Context: an optimization exercise on an open-source flow, tuned for small area, a short achievable clock period and few clock cycles. The choices shown serve that exercise and are no tape-out recipe.
In this exercise RTL edits were held to simulation tests only and were not proved equivalent to the original.
Power and IR drop assume default switching activity.

<file path="design.v">
module sicxe_core (
    input  wire        clk,
    input  wire        rst,           
    input  wire        start,         
    input  wire [23:0] entry,         
    input  wire [23:0] prog_len,      
    input  wire [23:0] step_limit,    
    output wire        busy,
    output reg  [2:0]  stop_code,
    output reg  [3:0]  err_kind,
    output reg         mem_req,
    output reg         mem_we,
    output reg         mem_byte,
    output reg  [15:0] mem_addr,
    output reg  [23:0] mem_wdata,
    input  wire        mem_gnt,
    input  wire [31:0] mem_rdata,
    output wire        dev_req,
    output wire [1:0]  dev_op,
    output wire [7:0]  dev_id,
    output wire [7:0]  dev_wdata,
    input  wire        dev_gnt,
    input  wire        dev_flag,
    input  wire [7:0]  dev_rdata,
    input  wire [3:0]  dbg_sel,
    output wire [23:0] dbg_rdata
);
    localparam [2:0] STOP_NONE = 3'd0, STOP_NORMAL = 3'd1, STOP_ERROR = 3'd2,
                     STOP_CEILING = 3'd3, STOP_NOT_READY = 3'd4;
    localparam [3:0] E_PC_BOUNDS = 4'd1, E_FETCH_SHORT = 4'd2,
                     E_INDIRECT_BOUNDS = 4'd3, E_UNKNOWN_OPCODE = 4'd4,
                     E_IMMEDIATE_NOT_ALLOWED = 4'd5, E_MEM_BOUNDS = 4'd6,
                     E_DIV_ZERO = 4'd7, E_PC_RANGE = 4'd8;
    localparam [1:0] DEV_TEST = 2'd0, DEV_READ = 2'd1, DEV_WRITE = 2'd2;
    localparam [7:0] OP_LDA = 8'h00, OP_LDX = 8'h04, OP_LDL = 8'h08, OP_STA = 8'h0C,
                     OP_STX = 8'h10, OP_STL = 8'h14, OP_ADD = 8'h18, OP_SUB = 8'h1C,
                     OP_MUL = 8'h20, OP_DIV = 8'h24, OP_COMP = 8'h28, OP_TIX = 8'h2C,
                     OP_JEQ = 8'h30, OP_JGT = 8'h34, OP_JLT = 8'h38, OP_J = 8'h3C,
                     OP_JSUB = 8'h48, OP_RSUB = 8'h4C, OP_LDCH = 8'h50, OP_STCH = 8'h54,
                     OP_LDB = 8'h68, OP_LDS = 8'h6C, OP_LDT = 8'h74, OP_STB = 8'h78,
                     OP_STS = 8'h7C, OP_STT = 8'h84, OP_ADDR = 8'h90, OP_SUBR = 8'h94,
                     OP_MULR = 8'h98, OP_DIVR = 8'h9C, OP_COMPR = 8'hA0, OP_RMO = 8'hAC,
                     OP_CLEAR = 8'hB4, OP_TIXR = 8'hB8, OP_RD = 8'hD8, OP_WD = 8'hDC,
                     OP_TD = 8'hE0;
    localparam [3:0] S_IDLE = 4'd0, S_FETCH = 4'd1, S_FETCH_W = 4'd2, S_DECODE = 4'd3,
                     S_IND_W = 4'd4, S_EXEC = 4'd5, S_OPER_W = 4'd6, S_ALU = 4'd7,
                     S_DIV = 4'd8, S_DEV = 4'd9;
    reg [3:0]  state;
    reg        ready;
    reg        ret_flag;
    reg [23:0] steps;
    reg [23:0] rA, rX, rL, rB, rS, rT, r6, r7, pc, sw;
    reg [31:0] ir;        
    reg [23:0] ta;        
    reg [23:0] opnd;      
    reg [23:0] div_q;     
    reg [23:0] div_d;     
    reg [23:0] div_r;     
    reg        div_neg;
    reg [4:0]  div_cnt;
    assign busy = (state != S_IDLE);
    function [23:0] rdreg(input [3:0] k);
        case (k)
            4'd0: rdreg = rA;
            4'd1: rdreg = rX;
            4'd2: rdreg = rL;
            4'd3: rdreg = rB;
            4'd4: rdreg = rS;
            4'd5: rdreg = rT;
            4'd6: rdreg = r6;
            4'd7: rdreg = r7;
            4'd8: rdreg = pc;
            4'd9: rdreg = sw;
            default: rdreg = 24'd0;
        endcase
    endfunction
    function [23:0] cc(input [23:0] a, input [23:0] b);
        if ($signed(a) < $signed(b))      cc = 24'd1;
        else if (a == b)                  cc = 24'd0;
        else                              cc = 24'd2;
    endfunction
    assign dbg_rdata = rdreg(dbg_sel);
    wire [7:0]  b0 = ir[31:24];
    wire [7:0]  b1 = ir[23:16];
    wire [7:0]  op = {b0[7:2], 2'b00};
    wire is_fmt2 = (op == OP_ADDR) || (op == OP_SUBR) || (op == OP_MULR) ||
                   (op == OP_DIVR) || (op == OP_COMPR) || (op == OP_RMO) ||
                   (op == OP_CLEAR) || (op == OP_TIXR);
    wire f_n = b0[1];
    wire f_i = b0[0];
    wire f_x = b1[7];
    wire f_b = b1[6];
    wire f_p = b1[5];
    wire f_e = b1[4];
    wire [3:0] r1 = b1[7:4];
    wire [3:0] r2 = b1[3:0];
    wire [2:0]  len = is_fmt2 ? 3'd2 : (f_e ? 3'd4 : 3'd3);
    wire [23:0] pc_next = pc + {21'd0, len};
    wire [11:0] disp12 = {b1[3:0], ir[15:8]};
    wire [19:0] addr20 = {b1[3:0], ir[15:0]};
    wire        sext   = (f_b | f_p | (~f_n & ~f_i)) & disp12[11];
    wire [23:0] field  = f_e ? {4'd0, addr20} : {{12{sext}}, disp12};
    wire is_imm = f_i & ~f_n;
    wire is_ind = f_n & ~f_i;
    wire [23:0] base_ta = (f_p & ~f_b) ? pc_next + field :
                          (f_b & ~f_p) ? rB + field : field;
    wire [23:0] ta_calc = base_ta + (f_x ? rX : 24'd0);
    wire [16:0] fetch_end   = {1'b0, pc[15:0]} + {14'd0, len};
    wire        fetch_short = fetch_end > 17'h10000;
    wire is_load   = (op == OP_LDA) || (op == OP_LDX) || (op == OP_LDL) ||
                     (op == OP_LDB) || (op == OP_LDS) || (op == OP_LDT);
    wire is_store3 = (op == OP_STA) || (op == OP_STX) || (op == OP_STL) ||
                     (op == OP_STB) || (op == OP_STS) || (op == OP_STT);
    wire is_store  = is_store3 || (op == OP_STCH);
    wire is_arith  = (op == OP_ADD) || (op == OP_SUB) || (op == OP_MUL) ||
                     (op == OP_DIV) || (op == OP_COMP) || (op == OP_TIX);
    wire is_dev    = (op == OP_TD) || (op == OP_RD) || (op == OP_WD);
    wire is_byteop = (op == OP_LDCH) || is_dev;
    wire is_jump   = (op == OP_J) || (op == OP_JEQ) || (op == OP_JLT) ||
                     (op == OP_JGT) || (op == OP_JSUB);
    wire is_oper   = is_load || is_arith || is_byteop;    
    wire is_known  = is_oper || is_store || is_jump || (op == OP_RSUB);
    reg [3:0] ls_reg;
    always @* begin
        case (op)
            OP_LDA, OP_STA: ls_reg = 4'd0;
            OP_LDX, OP_STX: ls_reg = 4'd1;
            OP_LDL, OP_STL: ls_reg = 4'd2;
            OP_LDB, OP_STB: ls_reg = 4'd3;
            OP_LDS, OP_STS: ls_reg = 4'd4;
            OP_LDT, OP_STT: ls_reg = 4'd5;
            default:        ls_reg = 4'd0;
        endcase
    end
    wire ta_in3 = (ta <= 24'hFFFD);
    wire ta_in1 = (ta <= 24'hFFFF);
    wire at_ceiling = (steps == step_limit);
    wire out_range  = !(pc < prog_len);
    wire pc_oob     = (pc[23:16] != 8'd0);
    always @* begin
        mem_req   = 1'b0;
        mem_we    = 1'b0;
        mem_byte  = 1'b0;
        mem_addr  = pc[15:0];
        mem_wdata = 24'd0;
        case (state)
            S_FETCH: begin
                mem_req  = ready && !at_ceiling && !out_range && !pc_oob;
                mem_addr = pc[15:0];
            end
            S_DECODE: begin
                mem_req  = !fetch_short && !is_fmt2 && is_ind && (ta_calc <= 24'hFFFD);
                mem_addr = ta_calc[15:0];
            end
            S_EXEC: begin
                mem_addr = ta[15:0];
                if (is_known && !is_imm) begin
                    if (is_store3) begin
                        mem_req   = ta_in3;
                        mem_we    = 1'b1;
                        mem_wdata = rdreg(ls_reg);
                    end else if (op == OP_STCH) begin
                        mem_req   = ta_in1;
                        mem_we    = 1'b1;
                        mem_byte  = 1'b1;
                        mem_wdata = {16'd0, rA[7:0]};
                    end else if (is_byteop) begin
                        mem_req   = ta_in1;
                        mem_byte  = 1'b1;
                    end else if (is_oper) begin
                        mem_req   = ta_in3;
                    end
                end
            end
            default: ;
        endcase
    end
    assign dev_req   = (state == S_DEV);
    assign dev_op    = (op == OP_TD) ? DEV_TEST : (op == OP_RD) ? DEV_READ : DEV_WRITE;
    assign dev_id    = opnd[7:0];
    assign dev_wdata = rA[7:0];
    wire [23:0] alu_a = is_fmt2 ? rdreg(r2) : rA;
    wire [23:0] alu_b = is_fmt2 ? rdreg(r1) : opnd;
    wire [23:0] sum  = alu_a + alu_b;
    wire [23:0] diff = alu_a - alu_b;
    wire [23:0] prod = alu_a * alu_b;
    wire [23:0] x_inc = rX + 24'd1;
    wire [23:0] abs_a = alu_a[23] ? (24'd0 - alu_a) : alu_a;
    wire [23:0] abs_b = alu_b[23] ? (24'd0 - alu_b) : alu_b;
    wire [24:0] div_sh   = {div_r, div_q[23]};
    wire [24:0] div_sub  = div_sh - {1'b0, div_d};
    wire        div_bit  = !div_sub[24];
    wire [23:0] div_rn   = div_bit ? div_sub[23:0] : div_sh[23:0];
    wire [23:0] div_qn   = {div_q[22:0], div_bit};
    wire [23:0] div_res  = div_neg ? (24'd0 - div_qn) : div_qn;
    task wrreg(input [3:0] k, input [23:0] v);
        case (k)
            4'd0: rA <= v;
            4'd1: rX <= v;
            4'd2: rL <= v;
            4'd3: rB <= v;
            4'd4: rS <= v;
            4'd5: rT <= v;
            4'd6: r6 <= v;
            4'd7: r7 <= v;
            4'd9: sw <= v;
            default: ;    
        endcase
    endtask
    task commit(input [23:0] npc, input is_ret);
        pc       <= npc;
        ret_flag <= is_ret;
        steps    <= steps + 24'd1;
        state    <= S_FETCH;
    endtask
    task halt_error(input [3:0] kind);
        ready     <= 1'b0;
        stop_code <= STOP_ERROR;
        err_kind  <= kind;
        state     <= S_IDLE;
    endtask
    always @(posedge clk) begin
        if (rst) begin
            state     <= S_IDLE;
            ready     <= 1'b1;
            ret_flag  <= 1'b0;
            steps     <= 24'd0;
            stop_code <= STOP_NONE;
            err_kind  <= 4'd0;
            rA <= 24'd0; rX <= 24'd0; rL <= 24'd0; rB <= 24'd0; rS <= 24'd0;
            rT <= 24'd0; r6 <= 24'd0; r7 <= 24'd0; sw <= 24'd0;
            pc <= entry;
        end else begin
            case (state)
                S_IDLE: begin
                    if (start) begin
                        steps <= 24'd0;
                        state <= S_FETCH;
                    end
                end
                S_FETCH: begin
                    if (!ready) begin
                        stop_code <= STOP_NOT_READY;
                        state     <= S_IDLE;
                    end else if (at_ceiling) begin
                        stop_code <= STOP_CEILING;
                        state     <= S_IDLE;
                    end else if (out_range) begin
                        ready <= 1'b0;
                        if (ret_flag) begin
                            stop_code <= STOP_NORMAL;
                            state     <= S_IDLE;
                        end else begin
                            halt_error(E_PC_RANGE);
                        end
                    end else if (pc_oob) begin
                        halt_error(E_PC_BOUNDS);
                    end else if (mem_gnt) begin
                        state <= S_FETCH_W;
                    end
                end
                S_FETCH_W: begin
                    ir    <= mem_rdata;
                    state <= S_DECODE;
                end
                S_DECODE: begin
                    if (fetch_short) begin
                        halt_error(E_FETCH_SHORT);
                    end else if (is_fmt2) begin
                        state <= S_ALU;
                    end else if (is_ind) begin
                        if (ta_calc > 24'hFFFD)
                            halt_error(E_INDIRECT_BOUNDS);
                        else if (mem_gnt)
                            state <= S_IND_W;
                    end else begin
                        ta    <= is_imm ? field : ta_calc;
                        state <= S_EXEC;
                    end
                end
                S_IND_W: begin
                    ta    <= mem_rdata[31:8];
                    state <= S_EXEC;
                end
                S_EXEC: begin
                    if (!is_known) begin
                        halt_error(E_UNKNOWN_OPCODE);
                    end else if (op == OP_RSUB) begin
                        commit(rL, 1'b1);
                    end else if (is_jump) begin
                        if (is_imm) begin
                            halt_error(E_IMMEDIATE_NOT_ALLOWED);
                        end else begin
                            if (op == OP_JSUB)
                                rL <= pc_next;
                            if ((op == OP_J) || (op == OP_JSUB) ||
                                (op == OP_JEQ && sw == 24'd0) ||
                                (op == OP_JLT && sw == 24'd1) ||
                                (op == OP_JGT && sw == 24'd2))
                                commit(ta, 1'b0);
                            else
                                commit(pc_next, 1'b0);
                        end
                    end else if (is_store) begin
                        if (is_imm)
                            halt_error(E_IMMEDIATE_NOT_ALLOWED);
                        else if (is_store3 ? !ta_in3 : !ta_in1)
                            halt_error(E_MEM_BOUNDS);
                        else if (mem_gnt)
                            commit(pc_next, 1'b0);
                    end else begin
                        if (is_imm) begin
                            opnd  <= is_byteop ? {16'd0, ta[7:0]} : ta;
                            state <= S_ALU;
                        end else if (is_byteop ? !ta_in1 : !ta_in3) begin
                            halt_error(E_MEM_BOUNDS);
                        end else if (mem_gnt) begin
                            state <= S_OPER_W;
                        end
                    end
                end
                S_OPER_W: begin
                    opnd  <= is_byteop ? {16'd0, mem_rdata[31:24]} : mem_rdata[31:8];
                    state <= S_ALU;
                end
                S_ALU: begin
                    if (is_fmt2) begin
                        case (op)
                            OP_ADDR:  begin wrreg(r2, sum);  commit(pc_next, 1'b0); end
                            OP_SUBR:  begin wrreg(r2, diff); commit(pc_next, 1'b0); end
                            OP_MULR:  begin wrreg(r2, prod); commit(pc_next, 1'b0); end
                            OP_COMPR: begin sw <= cc(alu_b, alu_a); commit(pc_next, 1'b0); end
                            OP_RMO:   begin wrreg(r2, alu_b); commit(pc_next, 1'b0); end
                            OP_CLEAR: begin wrreg(r1, 24'd0); commit(pc_next, 1'b0); end
                            OP_TIXR: begin
                                rX <= x_inc;
                                sw <= cc(x_inc, (r1 == 4'd1) ? x_inc : alu_b);
                                commit(pc_next, 1'b0);
                            end
                            default: begin    
                                if (alu_b == 24'd0) begin
                                    halt_error(E_DIV_ZERO);
                                end else begin
                                    div_q   <= abs_a;
                                    div_d   <= abs_b;
                                    div_r   <= 24'd0;
                                    div_neg <= alu_a[23] ^ alu_b[23];
                                    div_cnt <= 5'd0;
                                    state   <= S_DIV;
                                end
                            end
                        endcase
                    end else begin
                        case (op)
                            OP_LDA, OP_LDX, OP_LDL, OP_LDB, OP_LDS, OP_LDT: begin
                                wrreg(ls_reg, opnd);
                                commit(pc_next, 1'b0);
                            end
                            OP_LDCH: begin rA[7:0] <= opnd[7:0]; commit(pc_next, 1'b0); end
                            OP_ADD:  begin rA <= sum;  commit(pc_next, 1'b0); end
                            OP_SUB:  begin rA <= diff; commit(pc_next, 1'b0); end
                            OP_MUL:  begin rA <= prod; commit(pc_next, 1'b0); end
                            OP_COMP: begin sw <= cc(rA, opnd); commit(pc_next, 1'b0); end
                            OP_TIX: begin
                                rX <= x_inc;
                                sw <= cc(x_inc, opnd);
                                commit(pc_next, 1'b0);
                            end
                            OP_DIV: begin
                                if (opnd == 24'd0) begin
                                    halt_error(E_DIV_ZERO);
                                end else begin
                                    div_q   <= abs_a;
                                    div_d   <= abs_b;
                                    div_r   <= 24'd0;
                                    div_neg <= alu_a[23] ^ alu_b[23];
                                    div_cnt <= 5'd0;
                                    state   <= S_DIV;
                                end
                            end
                            default: state <= S_DEV;    
                        endcase
                    end
                end
                S_DIV: begin
                    div_q   <= div_qn;
                    div_r   <= div_rn;
                    div_cnt <= div_cnt + 5'd1;
                    if (div_cnt == 5'd23) begin
                        wrreg(is_fmt2 ? r2 : 4'd0, div_res);
                        commit(pc_next, 1'b0);
                    end
                end
                S_DEV: begin
                    if (dev_gnt) begin
                        if (op == OP_TD)
                            sw <= dev_flag ? 24'd1 : 24'd0;
                        else if (op == OP_RD)
                            rA[7:0] <= dev_flag ? dev_rdata : 8'd0;
                        commit(pc_next, 1'b0);
                    end
                end
                default: state <= S_IDLE;
            endcase
        end
    end
endmodule
</file>
<file path="run.sh">
#!/bin/bash
# synth_recipe.tcl (not shown) runs the flow's synth.tcl, then flattens the netlist and writes it again
# the make line also repeats each setting of config.mk as NAME=value (left out here)
make -C /OpenROAD-flow-scripts/flow DESIGN_CONFIG=/design/flow/config.mk WORK_HOME=/design/flow/orfs CLKGATE_MAP_FILE= SYNTH_SCRIPT=/design/flow/synth_recipe.tcl finish
</file>
<file path="config.mk">
export PLATFORM = sky130hd
export DESIGN_NAME = sicxe_core
export DESIGN_NICKNAME = sicxe_core
export VERILOG_FILES = /design/flow/design.v
export SDC_FILE = /design/flow/constraint.sdc
export NUM_CORES = 4
export LEC_CHECK = 0
export CAP_MARGIN = 20
export CORE_MARGIN = 2
export CORE_UTILIZATION = 40
export SLEW_MARGIN = 20
</file>
<file path="constraint.sdc">
create_clock -name core_clock -period 15.0 [get_ports {clk}]
set_input_delay 3.0000 -clock core_clock [delete_from_list [all_inputs] [get_ports {clk}]]
set_output_delay 3.0000 -clock core_clock [all_outputs]
set_load 0.01 [all_outputs]
</file>
==> run summary <==
metrics by stage:
stage          power [uW]  cell area, um2  instances  setup WS, ps   util
3_3_place_gp         1870           55400       8232          2670  0.435
4_1_cts              3310           57300       8337          1750  0.450
5_1_grt              3400           57400       8338           886  0.450
6_report             3340           57400       8358          1660  0.451
3_5_place_dp         1870           55400       8232          2500  0.435
2_1_floorplan        1600           51200       6618          3610      -
per-layer routing:
layer / track usage / share of wire / vias to the layer above
met5: 0.000740 / 0.00046 / -
met4: 0.272 / 0.076 / 20
met3: 0.185 / 0.15 / 1074
met2: 0.609 / 0.38 / 4770
met1: 0.598 / 0.39 / 27752
li1: - / - / 23791
worst min-delay path, delay by kind of cell (launching register included):
kind | cells | cell delay [ps]
AOI/OAI and AO/OA | 1 | 50
DFF | 1 | 310
and+or+nand+nor | 1 | 50
how the worst max path moves through the flow:
stage / cells past startpoint / to / startpoint / slack [ps]
4_1_cts: 33 / mem_req / ir[30] / 1750
5_1_grt: 34 / mem_req / ir[30] / 890
2_1_floorplan: 41 / mem_req / ir[27] / 3610
6_report: 33 / mem_req / ir[30] / 1660
3_5_place_dp: 33 / mem_req / ir[30] / 2500
3_3_place_gp: 34 / mem_req / ir[30] / 2670
power breakdown:
| group | internal, uW | total [uW] | switching [uW] |
|---|---|---|---|
| clock network | 829 | 1460 | 631 |
| registers | 1250 | 1290 | 40.0 |
| logic | 196 | 595 | 399 |
| total | 2270 | 3340 | 1070 |
cells by family after synthesis:
| logic type | synth area share |
|---|---|
| XOR/XNOR | 0.0579 |
| adder cells (fa/ha/maj) | 0.171 |
| buffers and inverters | 0.0766 |
| multiplexers | 0.0420 |
| AND/OR/NAND/NOR | 0.190 |
| AO/OA/AOI/OAI | 0.257 |
| flip-flops | 0.206 |
layout make-up:
type / instances / area share
antenna: 21 / 0.000915
clock buffer: 67 / 0.0258
clock inverter: 38 / 0.00745
inverter: 495 / 0.0324
multi-input combinational: 5205 / 0.647
sequential: 435 / 0.183
tap: 1662 / 0.0362
timing repair buffer: 435 / 0.0670
layout by cell type (no fill, tap or decap), drive strengths merged, types with 72 or more instances in the layout:
cell type	Yosys	layout
nor2	625	625
dfxtp	253	253
inv	492	494
buf	118	220
nor3	126	126
a31oi	107	107
a21oi	481	481
a221oi	74	74
mux2i	153	153
nand2	759	759
nand4	82	82
edfxtp	182	182
a211oi	158	158
a22oi	159	159
ha	349	349
o21ai	410	410
nor2b	72	72
fa	220	220
a21o	90	90
xor2	100	100
nand3	97	97
xnor2	216	216
clkdlybuf4s50	0	214
nand2b	77	77
==> flow_summary.ini <==
[timing]
holdWs_ps = 460
setup_viol = 0
hold_violations = 0
timing.fmax_mhz = 75.0
rsz0062_at_grt = false
period_share = 0.889
final_max_slew_viol_count = 0
relSlewSlack = 0.0814
worst_pin_slew_ps = 1380
fin_worst_skew_ps = 42.4
finalSetupTns_ps = 0
min_period_ps = 13340

[drt]
firstDrtPassIters = 10
drc = 0
drt_iter0_drc = 10040
wl_per_cell_um = 36.8
viasPerCell = 6.87
drtAntennaViolNets = 0
vias = 57407
wirelength_um = 307000

[final_layout]
nNetsFinal = 7319
layout-drive-gt1-share = 0.0722
n_fill_cell = 12832
top_register = ir
seqCellArea_mm2 = 0.0105
areaGrowthSynthToFinish_pct = 12.1
multi_input_area_mm2 = 0.0371
largest_reg_flops = 32

[clock_tree]
cts_setup_buffers = 0
path_clk_slew_ps = 70
cts_made_buffers = 56
worstSkewPairLatency_ps = 720
cts_hold_buf = 0
cts_tree = yes
htreeDepth = 2
cts.sinks = 435
cts_root_buf = clkbuf_16
cts_buffer_depth = 3
postCtsResizedCells = 0

[floorplanning]
rows = 131
initial_core_util = 0.402
die_y_um = 362
ios = 216
dieWidth_um = 362
dieArea_mm2 = 0.131
core_area_mm2 = 0.127

[critical_path]
reg2reg_to = r7[23]
cp.required_ps = 12000
worst-r2r-setup-slack_ps = 2320
cp_slowest_cell = edfxtp_1
criticalPathCategory = flop to primary output
crit_family = compound AO/OA/AOI/OAI gates
max_stage_delay_ps = 900
path_max_fanout = 25
cp-start-kind = flop
cp.arrival_ps = 10340
cp-end-kind = primary output
reg2reg_from = ir[18]
crit_buf_inv = 3
reg2reg_depth = 32

[synth]
synth_area_mm2 = 0.0512
synth_top_area_cell = edfxtp_1
synthArstFlopShare = 0
yosysSeqAreaShare = 0.206
syn_inst = 6618
synth_area_leaders = edfxtp_1 11%, dfxtp_1 9.9%, fa_1 8.6%
yosysWarnings = 1
synth_seq_cells = 435
synth_top_area_frac = 0.107
yosysMostFrequentCell = nand2_1
synth_edf_count = 182
synth_nets = 7309
synthFlopType = dfxtp_1
synthTopCellsByCount = 759 x nand2_1, 623 x nor2_1, 490 x inv_1
synth.avg_cell_area_um2 = 7.74
synth.distinct_cells = 103

[min_path]
hp-class = flop to flop
hold_path_depth = 2
min_to = stop_code[2]
min_from = stop_code[2]

[global_routing]
track_usage = 0.453
grt_max_degree = 92
grt_pass1_wl_um = 421000
antenna_found_initial = 34
grt_pass1_vias = 52997
overflow = 0

[power_and_ir_drop]
p_per_area_mw_per_mm2 = 58.2
power_leakage_uw = 0.0225
ir_drop_uv = 87.9

[run_status]
status = finished clean

[place]
hpwl_um = 232000
portBuffers = 215
gp_congestion = 1.13

[job]
max-cap-violations = 0
Testbench counts, summed over its fixed seeds: cycles 224,489.

port drivers added, routing unchanged:
The results above use ideal ports. As a check the final layout listed here was re-extracted and re-timed, cells and wires unchanged.
Step 1: set_driving_cell puts a clkbuf_16 on clk and a buf_2 on each other input, an assumption about the parent block.
Step 2 times the ports against the registers' clock, not the clock port: input delays grow and output delays shrink by t, the midpoint of the rising clock arrivals with the driver on.
Slacks: ideal / step 1 / step 2; pairs: ideal / step 1.
shift t [ns]: 0.782
setup slack, ns: 1.663 / 1.577 / 2.317
worst register clock-pin slew, ns: 0.08 / 0.08
After both steps this run still meets setup and hold. The setup slack of this run moves by -0.086 ns with the drivers and by +0.654 ns with both steps.
